From an optimization exercise on the open Yosys and OpenROAD flow, aimed at small area, a short achievable clock period and few clock cycles; shortcuts taken in it are not production practice.
Where RTL was checked, it was by simulation tests only, not by an equivalence proof against the original.
No activity file was given, so power comes from the tool's default toggle rates.

==> tundra: inputs <==
// plx_top
module plx_top (
    input             clk,
    input             rst,
    input             host_valid,
    input             host_write,
    input      [4:0]  host_addr,      
    input      [31:0] host_wdata,
    output            host_ready,
    output reg        host_rvalid,
    output reg [31:0] host_rdata,
    output            mem_rreq,
    output     [31:0] mem_raddr,
    input             mem_rgnt,
    input             mem_rvalid,
    input      [7:0]  mem_rdata,
    output            mem_wreq,
    output     [31:0] mem_waddr,
    output     [7:0]  mem_wdata,
    input             mem_wgnt
);
==> flow/config.mk <==
export PLATFORM = sky130hd
export DESIGN_NAME = plx_top
export DESIGN_NICKNAME = plx_top
export VERILOG_FILES = /design/flow/design.v
export SDC_FILE = /design/flow/constraint.sdc
export NUM_CORES = 4
export LEC_CHECK = 0
export CAP_MARGIN = 20
export CORE_MARGIN = 2
export CORE_UTILIZATION = 40
export PLACE_DENSITY = 0.6
export SLEW_MARGIN = 20
==> flow/constraint.sdc <==
create_clock -name core_clock -period 13.0 [get_ports {clk}]
set_input_delay 2.6000 -clock core_clock [delete_from_list [all_inputs] [get_ports {clk}]]
set_output_delay 2.6000 -clock core_clock [all_outputs]
set_load 0.01 [all_outputs]
standard.sh (not shown) runs the stock make flow with config.mk's settings and CLKGATE_MAP_FILE= SYNTH_SCRIPT=/design/flow/synth_recipe.tcl, a recipe that flattens the netlist after the stock synthesis.
==> flow/flow/run.sh <==
#!/bin/bash
# The standard layout (standard synthesis unchanged) with two changes to how it is made:
# - the timing repair aims at a larger setup margin, so it keeps improving paths that are
#   already well inside the clock period;
# - the port buffers are buf_4 cells instead of the resizer's default pick.
# The make output goes to layout.log; each ORFS step's own log is under orfs/logs/.
set -euo pipefail
bash standard.sh SETUP_SLACK_MARGIN=8.5 "BUFFER_PORTS_ARGS=-buffer_cell sky130_fd_sc_hd__buf_4" finish > layout.log 2>&1
==> inputs of cedar, as changes to tundra <==
--- a/flow/design.v
+++ b/flow/design.v
@@ -60,13 +60,13 @@
     wire [31:0] g_height_v   = v_gh  ? g_height   : 32'd0;
     wire [31:0] g_crop_w_v   = v_gcw ? g_crop_w   : 32'd0;
     wire [31:0] g_crop_h_v   = v_gch ? g_crop_h   : 32'd0;
     reg        ready_q;
     reg        t_v, t_w;
     reg [4:0]  t_a;
-    reg [31:0] t_d;               
+    reg [31:0] t_d;
     reg        tc_cfg, tc_set, tc_ext, tc_srst, tc_bad;
     assign host_ready = ready_q;
     wire host_fire = host_valid && ready_q;
     wire h_cmd   = host_fire && host_write && (host_addr == 5'd0);
     wire h_rsv0  = (host_wdata[31:16] == 16'd0);
     wire h_arg0  = (host_wdata[15:8] == 8'd0);
@@ -142,31 +142,35 @@
     wire [30:0] hh_m1 = half_h - 31'd1;
     wire [31:0] p_hm1 = ph[0] ? {hh_m1, 1'b1} : {1'b0, hh_m1};
     wire [31:0] p_addr = ({32{ph[0]}} & pd_addr0) | ({32{ph[1]}} & pd_addr1) | ({32{ph[2]}} & pd_addr2);
     wire [31:0] p_stride = ({32{ph[0]}} & pd_stride0) | ({32{ph[1]}} & pd_stride1) |
                            ({32{ph[2]}} & pd_stride2);
     wire [31:0] n_addr = ph[0] ? pd_addr1 : pd_addr2;
-    wire [31:0] n_stride = ph[0] ? pd_stride1 : pd_stride2;
     wire        empty = (eff_w == 32'd0) || (eff_h == 32'd0);
     wire        geo_small = (eff_w[31:30] == 2'd0) && (eff_h[31:16] == 16'd0);
     wire [2:0]  fast_ok = {3{geo_small}} & pd_small;
     wire        set_sbad = spd_stride_v < ((arg == 8'd0) ? eff_w : {1'b0, half_w});
     wire        set_small = (spd_addr_v[31:30] == 2'd0) && (spd_stride_v[31:15] == 17'd0);
     wire        mr_zero = (mr == 32'd0);
-    wire [32:0] acc_add = acc + mc;
+    wire [32:0] add_b = (ctl == C_COPY) ? {1'b0, p_stride} : mc;
+    wire [32:0] acc_add = acc + add_b;
     wire        range_over = acc[32] && (acc[31:0] != 32'd0);
     wire        ab_big = (acc[32:30] != 3'd0) || (!mr_zero && (mc[32:30] != 3'd0));
     wire        cap_bad = acc[32] || (acc[31:0] > dst_cap_v);
-    wire        dst_bad = acc[32] && (acc[31:0] != 32'd0);
+    wire        dst_bad = acc_add[32] && (acc_add[31:0] != 32'd0);
     wire racc = rreq_q && mem_rgnt;
-    wire go_copy = (ctl == C_CHECK) && !fl_v && (step == K_GO) && (ab != 30'd0);
     wire wacc = wreq_q && mem_wgnt;
     wire rdone_n = rdone || (racc && lc_q && lr_q && ph[2]);
     wire [2:0] cnt_n = cnt + {2'b00, racc} - {2'b00, wacc};
-    wire [2:0] fc_w  = fc - {2'b00, wacc};           
-    wire [2:0] fc_n  = fc_w + {2'b00, mem_rvalid};
+    wire [2:0] fc_n  = fc + {2'b00, mem_rvalid} - {2'b00, wacc};
+    wire full_n  = ((cnt == 3'd4) && !wacc) || ((cnt == 3'd3) && racc && !wacc);
+    wire empty_n = ((fc == 3'd0) && !mem_rvalid) || ((fc == 3'd1) && wacc && !mem_rvalid);
+    wire fin     = rdone && ((cnt == 3'd0) || ((cnt == 3'd1) && wacc));
+    wire [3:0] push = {4{mem_rvalid}} &
+                      (wacc ? {fc == 3'd4, fc == 3'd3, fc == 3'd2, fc == 3'd1}
+                            : {fc == 3'd3, fc == 3'd2, fc == 3'd1, fc == 3'd0});
     assign mem_rreq  = rreq_q;
     assign mem_raddr = raddr;
     assign mem_wreq  = wreq_q;
     assign mem_waddr = out_addr;    
     assign mem_wdata = q0;
     task automatic clear_frame;
@@ -205,26 +209,13 @@
             ready_q <= 1'b1;
         end
     endtask
     always @(posedge clk) begin
         t_w <= host_write;
         t_a <= host_addr;
-        if (ctl == C_COPY) begin
-            if (racc) begin
-                if (!lc_q)
-                    t_d <= t_d - 32'd1;
-                else if (!lr_q)
-                    t_d <= p_w;
-                else if (!ph[2])
-                    t_d <= {1'b0, half_w};
-            end
-        end else if (go_copy) begin
-            t_d <= eff_w;
-        end else begin
-            t_d <= host_wdata;
-        end
+        t_d <= host_wdata;
         host_rdata <= rd_mux;
     end
     always @(posedge clk) begin
         if (rst) begin
             clear_all;
             ready_q <= 1'b1;
@@ -381,23 +372,17 @@
                     K_LEN2: begin
                         acc <= ab_sum;
                         mc <= {1'b0, dst_addr_v};
                         step <= K_CAP;
                     end
                     K_CAP: begin
-                        fl_v <= cap_bad;
-                        fl_e <= 2'd3; fl_s <= 2'd0;
-                        acc <= acc_add;         
-                        step <= K_DST;
-                    end
-                    K_DST: begin
-                        fl_v <= dst_bad;
-                        fl_e <= 2'd3; fl_s <= 2'd1;
+                        fl_v <= cap_bad || dst_bad;
+                        fl_e <= 2'd3; fl_s <= {1'b0, !cap_bad};
                         step <= K_GO;
                     end
-                    K_GO: begin  
+                    default: begin  
                         err_e <= 2'd0; err_s <= 2'd0;
                         out_valid <= 1'b1;
                         out_addr <= dst_addr_v;
                         clear_frame;
                         state <= ST_CONF;
                         if (ab == 30'd0) begin
@@ -405,66 +390,65 @@
                             ready_q <= 1'b1;
                         end else begin
                             ctl <= C_COPY;
                             ph <= 3'b001;
                             acc <= {1'b0, pd_addr0};
                             raddr <= pd_addr0;
-                            mc <= {1'b0, pd_stride0};
+                            mc <= {1'b0, eff_w};
                             mr <= eff_h;
                             lc_q <= 1'b0;       
                             lr_q <= 1'b0;       
                             rreq_q <= 1'b1;
                             wreq_q <= 1'b0;
                             rdone <= 1'b0;
                             cnt <= 3'd0;
                             fc <= 3'd0;
                         end
                     end
-                    default: ;
                     endcase
                 end
             end
             C_COPY: begin
                 if (racc) begin
                     if (!lc_q) begin
+                        mc[31:0] <= mc[31:0] - 32'd1;
                         raddr <= raddr + 32'd1;
-                        lc_q <= (t_d == 32'd2);
+                        lc_q <= (mc[31:0] == 32'd2);
                     end else if (!lr_q) begin
+                        mc[31:0] <= p_w;
                         mr <= mr - 32'd1;
                         acc <= acc_add;
                         raddr <= acc_add[31:0];
                         lc_q <= !ph[0] && hw_one;
                         lr_q <= (mr == 32'd2);
                     end else if (!ph[2]) begin
                         ph <= {ph[1:0], 1'b0};
-                        mc <= {1'b0, n_stride};
+                        mc[31:0] <= {1'b0, half_w};
                         mr <= {1'b0, half_h};
                         acc <= {1'b0, n_addr};
                         raddr <= n_addr;
                         lc_q <= hw_one;
                         lr_q <= hh_one;
                     end
                 end
                 rdone <= rdone_n;
                 cnt <= cnt_n;
-                rreq_q <= !rdone_n && (cnt_n != 3'd4);
+                rreq_q <= !rdone_n && !full_n;
                 if (wacc) begin
                     out_addr <= out_addr + 32'd1;
                     q0 <= q1; q1 <= q2; q2 <= q3;
                 end
                 if (mem_rvalid) begin
-                    case (fc_w)
-                        3'd0: q0 <= mem_rdata;
-                        3'd1: q1 <= mem_rdata;
-                        3'd2: q2 <= mem_rdata;
-                        default: q3 <= mem_rdata;
-                    endcase
+                    if (push[0]) q0 <= mem_rdata;
+                    if (push[1]) q1 <= mem_rdata;
+                    if (push[2]) q2 <= mem_rdata;
+                    if (push[3]) q3 <= mem_rdata;
                 end
                 fc <= fc_n;
-                wreq_q <= (fc_n != 3'd0);
-                if (rdone && cnt_n == 3'd0) begin
+                wreq_q <= !empty_n;
+                if (fin) begin
                     out_addr <= dst_addr_v;
                     ctl <= C_IDLE;
                     ready_q <= 1'b1;
                     rreq_q <= 1'b0;
                     wreq_q <= 1'b0;
                 end
==> reports/qor.txt <==
Final GP Congestion -> 1.014
CORE AREA -> 0.1275 mm2
Adder-cell share of the synthesized area -> 3.552%
Count of cell types in the netlist -> 88
Number of synthesized flops with an enable pin -> 876
Leak pwr -> 20.14 nW
Post-synth net total -> 4,882
Startpoint Class -> primary input
Comb pwr share -> 4.1%
Area growth, synth to finish -> 15.24%
Nets -> 4,987
N_taps -> 1,662
Tmin final -> 4.514 ns
Internal power -> 0.005396 W
Setup bufs post-CTS -> 12
Post-Synth Simple-Gate Area -> 12.64%
Status -> no timing/DRC/antenna violations
DR pass1 iterations -> 10
Reg2reg start -> ctl[0]$_SDFF_PP0_
Multiplexer area fraction after synthesis -> 3.089%
The numbers above come from tundra.

==> reports/qor.txt <==
Status -> no timing/DRC/antenna violations
Adder-cell share of the synthesized area -> 3.612%
Setup bufs post-CTS -> 18
Final GP Congestion -> 1.020
Multiplexer area fraction after synthesis -> 2.266%
Area growth, synth to finish -> 15.23%
Internal power -> 0.005116 W
Synth area leaders -> edfxtp_1, dfxtp_1, ha_1
Count of cell types in the netlist -> 100
Comb pwr share -> 3.7%
Number of synthesized flops with an enable pin -> 844
Reg2reg start -> ph[1]$_DFFE_PN_
DR pass1 iterations -> 7
Leak pwr -> 19.54 nW
CORE AREA -> 0.1256 mm2
Post-synth net total -> 4,853
Post-Synth Simple-Gate Area -> 13.77%
The numbers above come from cedar.

Testbench counts of cedar, summed over its fixed seeds: cycles 52,013.
Only the layout flow was run in tundra; the RTL was not checked for function there.

---

==> v12 <==
plx_top, a different RTL version from the one above (not shown whole).
Settings: LEC_CHECK=0, CAP_MARGIN=20, CORE_MARGIN=2, CORE_UTILIZATION=40, PLACE_DENSITY=0.6, SETUP_SLACK_MARGIN=0.3, SLEW_MARGIN=20; clock period 13.0 ns.
run.sh (not shown) runs the stock make flow with config.mk's settings and CLKGATE_MAP_FILE= SYNTH_SCRIPT=/design/flow/synth_recipe.tcl, a recipe that flattens the netlist after the stock synthesis.
Stock flow here: none of the scripts above is used.
==> v18: changes against v12 <==
--- a/flow/design.v
+++ b/flow/design.v
@@ -84,15 +84,18 @@
     wire odd_dim = g_width_v[0] || g_height_v[0] || (g_crop_en && (g_crop_w_v[0] || g_crop_h_v[0]));
     wire t_cmd    = tc_cfg || tc_set || tc_ext || tc_srst || tc_bad;
     wire rejected = tc_bad || ((state == ST_HALT) && !tc_srst);
     wire [7:0] arg = t_d[15:8];
     wire early_fail = (state == ST_UNCONF) || !fmt_ok || badplane || odd_dim ||
                       (pd_valid != 3'b111);
-    reg  [1:0]  ctl;
+    reg  [1:0]  ctl;              
+    wire        c_idle = !ctl[0] && !ctl[1];
+    wire        c_chk  = ctl[0];
+    wire        c_copy = ctl[1];
     wire [32:0] ab4 = {1'b0, ab, 2'b00};
-    wire        ab_sel1 = (ctl == C_IDLE) && t_a[3];    
+    wire        ab_sel1 = c_idle && t_a[3];    
     wire [32:0] ab_sum = ab4 + (ab_sel1 ? {3'b000, ab} : {2'b00, ab, 1'b0});
     wire [31:0] status = {8'd0, 2'b00, err_e, 2'b00, err_s, 2'd0, pd_valid, cmderr, badplane,
                           out_valid, 2'b00, err_e, 2'd0, state};
     wire [1:0] sem1 = out_valid ? g_format[1:0] : 2'd0;
     wire [1:0] sem2 = out_valid ? {g_format[0], g_format[1]} : 2'd0;
     wire [31:0] rd_mux =
@@ -120,54 +123,61 @@
         ({32{(t_a == 5'd25 && out_valid)}} & {2'b00, ab}) |
         ({32{(t_a == 5'd26)}} & {30'd0, sem1}) |
         ({32{(t_a == 5'd28 && out_valid)}} & ab_sum[31:0]) |
         ({32{(t_a == 5'd29 && out_valid)}} & {2'b00, ab}) |
         ({32{(t_a == 5'd30)}} & {30'd0, sem2});
     reg [3:0]  step;
-    reg [1:0]  pl;                
+    reg [2:0]  ph;                
     reg        fl_v;              
     reg [1:0]  fl_e, fl_s;
     reg [32:0] acc;               
     reg [32:0] mc;                
     reg [31:0] mr;                
-    reg [31:0] raddr, waddr;
+    reg [31:0] raddr;
     reg        lc_q, lr_q;        
     reg [2:0]  fr_ok;             
     reg [2:0]  pd_sbad;           
     reg [2:0]  pd_small;          
     reg        rreq_q, wreq_q, rdone;
     reg [2:0]  cnt;               
     reg [2:0]  fc;                
     reg [7:0]  q0, q1, q2, q3;    
-    wire [31:0] p_w = (pl == 2'd0) ? eff_w : {1'b0, half_w};
-    wire [31:0] p_h = (pl == 2'd0) ? eff_h : {1'b0, half_h};
-    wire [31:0] p_addr = (pl == 2'd0) ? pd_addr0 : (pl == 2'd1) ? pd_addr1 : pd_addr2;
-    wire [31:0] p_stride = (pl == 2'd0) ? pd_stride0 : (pl == 2'd1) ? pd_stride1 : pd_stride2;
-    wire [31:0] n_addr = (pl == 2'd0) ? pd_addr1 : pd_addr2;
+    wire [31:0] p_w = ph[0] ? eff_w : {1'b0, half_w};
+    wire [30:0] hh_m1 = half_h - 31'd1;
+    wire [31:0] p_hm1 = ph[0] ? {hh_m1, 1'b1} : {1'b0, hh_m1};
+    wire [31:0] p_addr = ({32{ph[0]}} & pd_addr0) | ({32{ph[1]}} & pd_addr1) | ({32{ph[2]}} & pd_addr2);
+    wire [31:0] p_stride = ({32{ph[0]}} & pd_stride0) | ({32{ph[1]}} & pd_stride1) |
+                           ({32{ph[2]}} & pd_stride2);
+    wire [31:0] n_addr = ph[0] ? pd_addr1 : pd_addr2;
     wire        empty = (eff_w == 32'd0) || (eff_h == 32'd0);
     wire        geo_small = (eff_w[31:30] == 2'd0) && (eff_h[31:16] == 16'd0);
     wire [2:0]  fast_ok = {3{geo_small}} & pd_small;
     wire        set_sbad = spd_stride_v < ((arg == 8'd0) ? eff_w : {1'b0, half_w});
     wire        set_small = (spd_addr_v[31:30] == 2'd0) && (spd_stride_v[31:15] == 17'd0);
     wire        mr_zero = (mr == 32'd0);
-    wire [32:0] add_b = (ctl == C_COPY) ? {1'b0, p_stride} : mc;
+    wire [32:0] add_b = c_copy ? {1'b0, p_stride} : mc;
     wire [32:0] acc_add = acc + add_b;
     wire        range_over = acc[32] && (acc[31:0] != 32'd0);
     wire        ab_big = (acc[32:30] != 3'd0) || (!mr_zero && (mc[32:30] != 3'd0));
     wire        cap_bad = acc[32] || (acc[31:0] > dst_cap_v);
-    wire        dst_bad = acc_add[32] && (acc_add[31:0] != 32'd0);
+    wire        dst_bad = acc[32] && (acc[31:0] != 32'd0);
     wire racc = rreq_q && mem_rgnt;
     wire wacc = wreq_q && mem_wgnt;
-    wire rdone_n = rdone || (racc && lc_q && lr_q && (pl == 2'd2));
+    wire rdone_n = rdone || (racc && lc_q && lr_q && ph[2]);
     wire [2:0] cnt_n = cnt + {2'b00, racc} - {2'b00, wacc};
-    wire [2:0] fc_w  = fc - {2'b00, wacc};           
-    wire [2:0] fc_n  = fc_w + {2'b00, mem_rvalid};
+    wire [2:0] fc_n  = fc + {2'b00, mem_rvalid} - {2'b00, wacc};
+    wire full_n  = ((cnt == 3'd4) && !wacc) || ((cnt == 3'd3) && racc && !wacc);
+    wire empty_n = ((fc == 3'd0) && !mem_rvalid) || ((fc == 3'd1) && wacc && !mem_rvalid);
+    wire fin     = rdone && ((cnt == 3'd0) || ((cnt == 3'd1) && wacc));
+    wire [3:0] push = {4{mem_rvalid}} &
+                      (wacc ? {fc == 3'd4, fc == 3'd3, fc == 3'd2, fc == 3'd1}
+                            : {fc == 3'd3, fc == 3'd2, fc == 3'd1, fc == 3'd0});
     assign mem_rreq  = rreq_q;
     assign mem_raddr = raddr;
     assign mem_wreq  = wreq_q;
-    assign mem_waddr = waddr;
+    assign mem_waddr = out_addr;    
     assign mem_wdata = q0;
     task automatic clear_frame;
         begin
             pd_valid <= 3'd0;
             badplane <= 1'b0;
         end
@@ -224,13 +234,13 @@
             tc_cfg  <= h_cmd && h_cfg;
             tc_set  <= h_cmd && h_set;
             tc_ext  <= h_cmd && h_ext;
             tc_srst <= h_cmd && h_srst;
             tc_bad  <= h_cmd && !(h_cfg || h_set || h_ext || h_srst);
             host_rvalid <= t_v && !t_w;
-            if (ctl == C_IDLE && !tc_ext)
+            if (c_idle && !tc_ext)
                 ready_q <= !(h_cmd && h_ext);
             if (t_v && t_w) begin
                 case (t_a)
                     5'd2:  begin sg_format  <= t_d[7:0]; v_sf <= 1'b1; end
                     5'd3:  begin sg_width   <= t_d; v_sw <= 1'b1; end
                     5'd4:  begin sg_height  <= t_d; v_sh <= 1'b1; end
@@ -289,51 +299,51 @@
                         else if (pd_valid != 3'b111)
                             fail(2'd2, 2'd0);
                         else if (pd_sbad != 3'd0)
                             fail(2'd2, 2'd1);
                         else begin
                             ctl <= C_CHECK;
-                            step <= (empty || fast_ok == 3'b111) ? K_ABINIT : K_RINIT;
+                            step <= (empty || fast_ok == 3'b111) ? K_ABITER : K_RINIT;
                             fr_ok <= fast_ok;
-                            pl <= 2'd0;
+                            ph <= 3'b001;
                             fl_v <= 1'b0;
                         end
                     end
                 end
             end
-            case (ctl)
-            C_CHECK: begin
+            case (1'b1)
+            c_chk: begin
                 if (fl_v) begin
                     fail(fl_e, fl_s);
                 end else begin
                     case (step)
                     K_RINIT: begin
                         acc <= {1'b0, p_addr};
                         mc <= {1'b0, p_w};
-                        if (fr_ok[pl]) begin
-                            if (pl == 2'd2)
+                        if ((fr_ok & ph) != 3'd0) begin
+                            if (ph[2])
                                 step <= K_ABINIT;
                             else
-                                pl <= pl + 2'd1;
+                                ph <= {ph[1:0], 1'b0};
                         end else
                             step <= K_RADD;
                     end
                     K_RADD: begin
                         acc <= acc_add;
                         mc <= {1'b0, p_stride};
-                        mr <= p_h - 32'd1;
+                        mr <= p_hm1;
                         step <= K_RITER;
                     end
                     K_RITER: begin
                         fl_v <= range_over || (!mr_zero && mc[32]);
                         fl_e <= 2'd2; fl_s <= 2'd2;
                         if (mr_zero) begin
-                            if (pl == 2'd2) begin
+                            if (ph[2]) begin
                                 step <= K_ABINIT;
                             end else begin
-                                pl <= pl + 2'd1;
+                                ph <= {ph[1:0], 1'b0};
                                 step <= K_RINIT;
                             end
                         end else begin
                             if (mr[0])
                                 acc <= acc_add;
                             mc <= {mc[32] | mc[31], mc[30:0], 1'b0};
@@ -347,109 +357,123 @@
                         step <= K_ABITER;
                     end
                     K_ABITER: begin
                         fl_v <= ab_big;
                         fl_e <= 2'd3; fl_s <= 2'd0;
                         if (mr_zero)
-                            step <= K_LEN1;
+                            step <= K_LEN1;         
                         else begin
                             if (mr[0])
                                 acc <= acc_add;
                             mc <= {mc[32] | mc[31], mc[30:0], 1'b0};
                             mr <= {1'b0, mr[31:1]};
+                            if (mr[31:1] == 31'd0) begin
+                                ab <= mr[0] ? acc_add[29:0] : acc[29:0];
+                                step <= K_LEN2;
+                            end
                         end
                     end
                     K_LEN1: begin
                         ab <= acc[29:0];
                         step <= K_LEN2;
                     end
                     K_LEN2: begin
+                        fl_v <= (acc[32:30] != 3'd0);   
+                        fl_e <= 2'd3; fl_s <= 2'd0;
                         acc <= ab_sum;
                         mc <= {1'b0, dst_addr_v};
                         step <= K_CAP;
                     end
                     K_CAP: begin
-                        fl_v <= cap_bad || dst_bad;
-                        fl_e <= 2'd3; fl_s <= {1'b0, !cap_bad};
-                        step <= K_GO;
+                        fl_v <= cap_bad;
+                        fl_e <= 2'd3; fl_s <= 2'd0;
+                        acc <= acc_add;         
+                        step <= K_DST;
                     end
-                    default: begin  
+                    K_DST: begin
+                      if (dst_bad) begin
+                        fail(2'd3, 2'd1);
+                      end else begin  
                         err_e <= 2'd0; err_s <= 2'd0;
                         out_valid <= 1'b1;
                         out_addr <= dst_addr_v;
                         clear_frame;
                         state <= ST_CONF;
                         if (ab == 30'd0) begin
                             ctl <= C_IDLE;
                             ready_q <= 1'b1;
                         end else begin
                             ctl <= C_COPY;
-                            pl <= 2'd0;
+                            ph <= 3'b001;
                             acc <= {1'b0, pd_addr0};
                             raddr <= pd_addr0;
                             mc <= {1'b0, eff_w};
                             mr <= eff_h;
                             lc_q <= 1'b0;       
                             lr_q <= 1'b0;       
-                            waddr <= dst_addr_v;
                             rreq_q <= 1'b1;
                             wreq_q <= 1'b0;
                             rdone <= 1'b0;
                             cnt <= 3'd0;
                             fc <= 3'd0;
                         end
+                      end
                     end
+                    default: ;
                     endcase
                 end
             end
-            C_COPY: begin
+            c_copy: begin
                 if (racc) begin
                     if (!lc_q) begin
                         mc[31:0] <= mc[31:0] - 32'd1;
                         raddr <= raddr + 32'd1;
                         lc_q <= (mc[31:0] == 32'd2);
                     end else if (!lr_q) begin
                         mc[31:0] <= p_w;
                         mr <= mr - 32'd1;
                         acc <= acc_add;
                         raddr <= acc_add[31:0];
-                        lc_q <= (pl != 2'd0) && hw_one;
+                        lc_q <= !ph[0] && hw_one;
                         lr_q <= (mr == 32'd2);
-                    end else if (pl != 2'd2) begin
-                        pl <= pl + 2'd1;
+                    end else if (!ph[2]) begin
+                        ph <= {ph[1:0], 1'b0};
                         mc[31:0] <= {1'b0, half_w};
                         mr <= {1'b0, half_h};
                         acc <= {1'b0, n_addr};
                         raddr <= n_addr;
                         lc_q <= hw_one;
                         lr_q <= hh_one;
                     end
                 end
                 rdone <= rdone_n;
                 cnt <= cnt_n;
-                rreq_q <= !rdone_n && (cnt_n != 3'd4);
+                rreq_q <= !rdone_n && !full_n;
                 if (wacc) begin
-                    waddr <= waddr + 32'd1;
+                    out_addr <= out_addr + 32'd1;
                     q0 <= q1; q1 <= q2; q2 <= q3;
                 end
                 if (mem_rvalid) begin
-                    case (fc_w)
-                        3'd0: q0 <= mem_rdata;
-                        3'd1: q1 <= mem_rdata;
-                        3'd2: q2 <= mem_rdata;
-                        default: q3 <= mem_rdata;
-                    endcase
+                    if (push[0]) q0 <= mem_rdata;
+                    if (push[1]) q1 <= mem_rdata;
+                    if (push[2]) q2 <= mem_rdata;
+                    if (push[3]) q3 <= mem_rdata;
                 end
                 fc <= fc_n;
-                wreq_q <= (fc_n != 3'd0);
-                if (rdone && cnt_n == 3'd0) begin
+                wreq_q <= !empty_n;
+                if (fin) begin
+                    out_addr <= dst_addr_v;
                     ctl <= C_IDLE;
                     ready_q <= 1'b1;
                     rreq_q <= 1'b0;
                     wreq_q <= 1'b0;
                 end
             end
-            default: ;
+            default: begin
+                acc <= 33'd0;
+                mc <= {2'b00, half_w};
+                mr <= {1'b0, half_h};
+            end
             endcase
         end
     end
 endmodule
==> flow/flow/run.sh (new file) <==
#!/bin/bash
# The standard layout (standard synthesis unchanged) with two changes to how it is made:
# - the timing repair aims at a larger setup margin, so it keeps improving paths that are
#   already well inside the clock period;
# - the port buffers are buf_4 cells instead of the resizer's default pick.
# The make output goes to layout.log; each ORFS step's own log is under orfs/logs/.
set -euo pipefail
bash standard.sh SETUP_SLACK_MARGIN=9.1 "BUFFER_PORTS_ARGS=-buffer_cell sky130_fd_sc_hd__buf_4" finish > layout.log 2>&1
==> flow/standard.sh (new file) <==
#!/bin/bash
# synth_recipe.tcl (not shown) runs the flow's synth.tcl, then flattens the netlist and writes it again
# the make line also repeats each setting of config.mk as NAME=value (left out here)
make -C /OpenROAD-flow-scripts/flow DESIGN_CONFIG=/design/flow/config.mk WORK_HOME=/design/flow/orfs CLKGATE_MAP_FILE= SYNTH_SCRIPT=/design/flow/synth_recipe.tcl "${@:-finish}"
- SETUP_SLACK_MARGIN: 0.3 -> not set
removed: flow/run.sh
==> comparison <==
Of v18 and v12, v18 has the higher worst hold slack (gap 0.0053 ns).
Against v18, the synthesized cell count of v12 is lower by 0.28%.
Critical path depth is the same in v12 and v18.
Clock skew: v12 is lower than v18 (0.0058 ns).
Against v12, the non-clock buffer count of v18 is higher by 264.
Of v18 and v12, v12 has the higher die area (gap about 1.7%, measured against v12).
Cell area: v18 is higher than v12 (about 4.4%).
Setup slack: v18 is higher than v12 (2.0 ns).
==> figures <==
Power Density: v12 117 nW/µm²; v18 113 nW/µm²
Synthesized net count: v12 4901; v18 4911
Mux contribution to synthesized area: v12 0.0379; v18 0.0277
Avg Cell Area, Syn: v12 11.1 µm²; v18 10.8 µm²
Netlist area before placement: v12 52100 µm²; v18 51200 µm²
Initial antenna violation count: v12 19; v18 15
Total chip power: v12 6.98 mW; v18 7.03 mW
Register area share after synthesis: v12 0.547; v18 0.538
Non-clk buf share: v12 0.0416; v18 0.0770
Per-cell routed wire length: v12 33.8 µm; v18 33.4 µm
Xor/xnor share of the synthesized area: v12 0.0333; v18 0.0337
Comb_multi_in: v12 3381; v18 3393
Register Area: v12 28500 µm²; v18 27600 µm²
Worst path setup slack after routing: v12 6.91 ns; v18 8.89 ns
Outcome: v12 finished clean; v18 finished clean
Clk cell area share: v12 0.0633; v18 0.0597
Simple-gate share of the synthesized area: v12 0.137; v18 0.136
Testbench counts of v12, summed over its fixed seeds: cycles 52,013.
Testbench counts of v18, summed over its fixed seeds: cycles 51,773.

==> static timing again, ports no longer ideal <==
How much do the figures lean on ideal ports? The routed layouts below were timed once more, with nothing changed but the port constraints. Step 1: set_driving_cell puts a clkbuf_16 on clk and a buf_2 on each other input, an assumption about the parent block. Step 2 adds t to the input delays and takes it off the output delays; t is the mean of the earliest and latest rising clock arrival at the registers after step 1. Input paths then give back, and output paths get back, about the clock's delay inside the block. Three values: no drivers, after step 1, after step 2; two values: the first two.
| run | shift t [ns] | setup WS [ns] | worst data-port slew with drivers (ns) |
|---|---|---|---|
| tundra | 0.821 | 8.486 / 8.467 / 7.664 | 0.11 |
| cedar | 0.806 | 8.337 / 8.337 / 7.723 | 0.04 |
| v12 | 0.821 | 6.907 / 6.907 / 6.907 | 0.04 |
| v18 | 0.821 | 8.889 / 8.889 / 8.369 | 0.07 |
After both steps setup and hold are still met in every run listed. The setup slack of tundra, which loses most, moves by -0.019 ns with the drivers and by -0.822 ns with both steps.
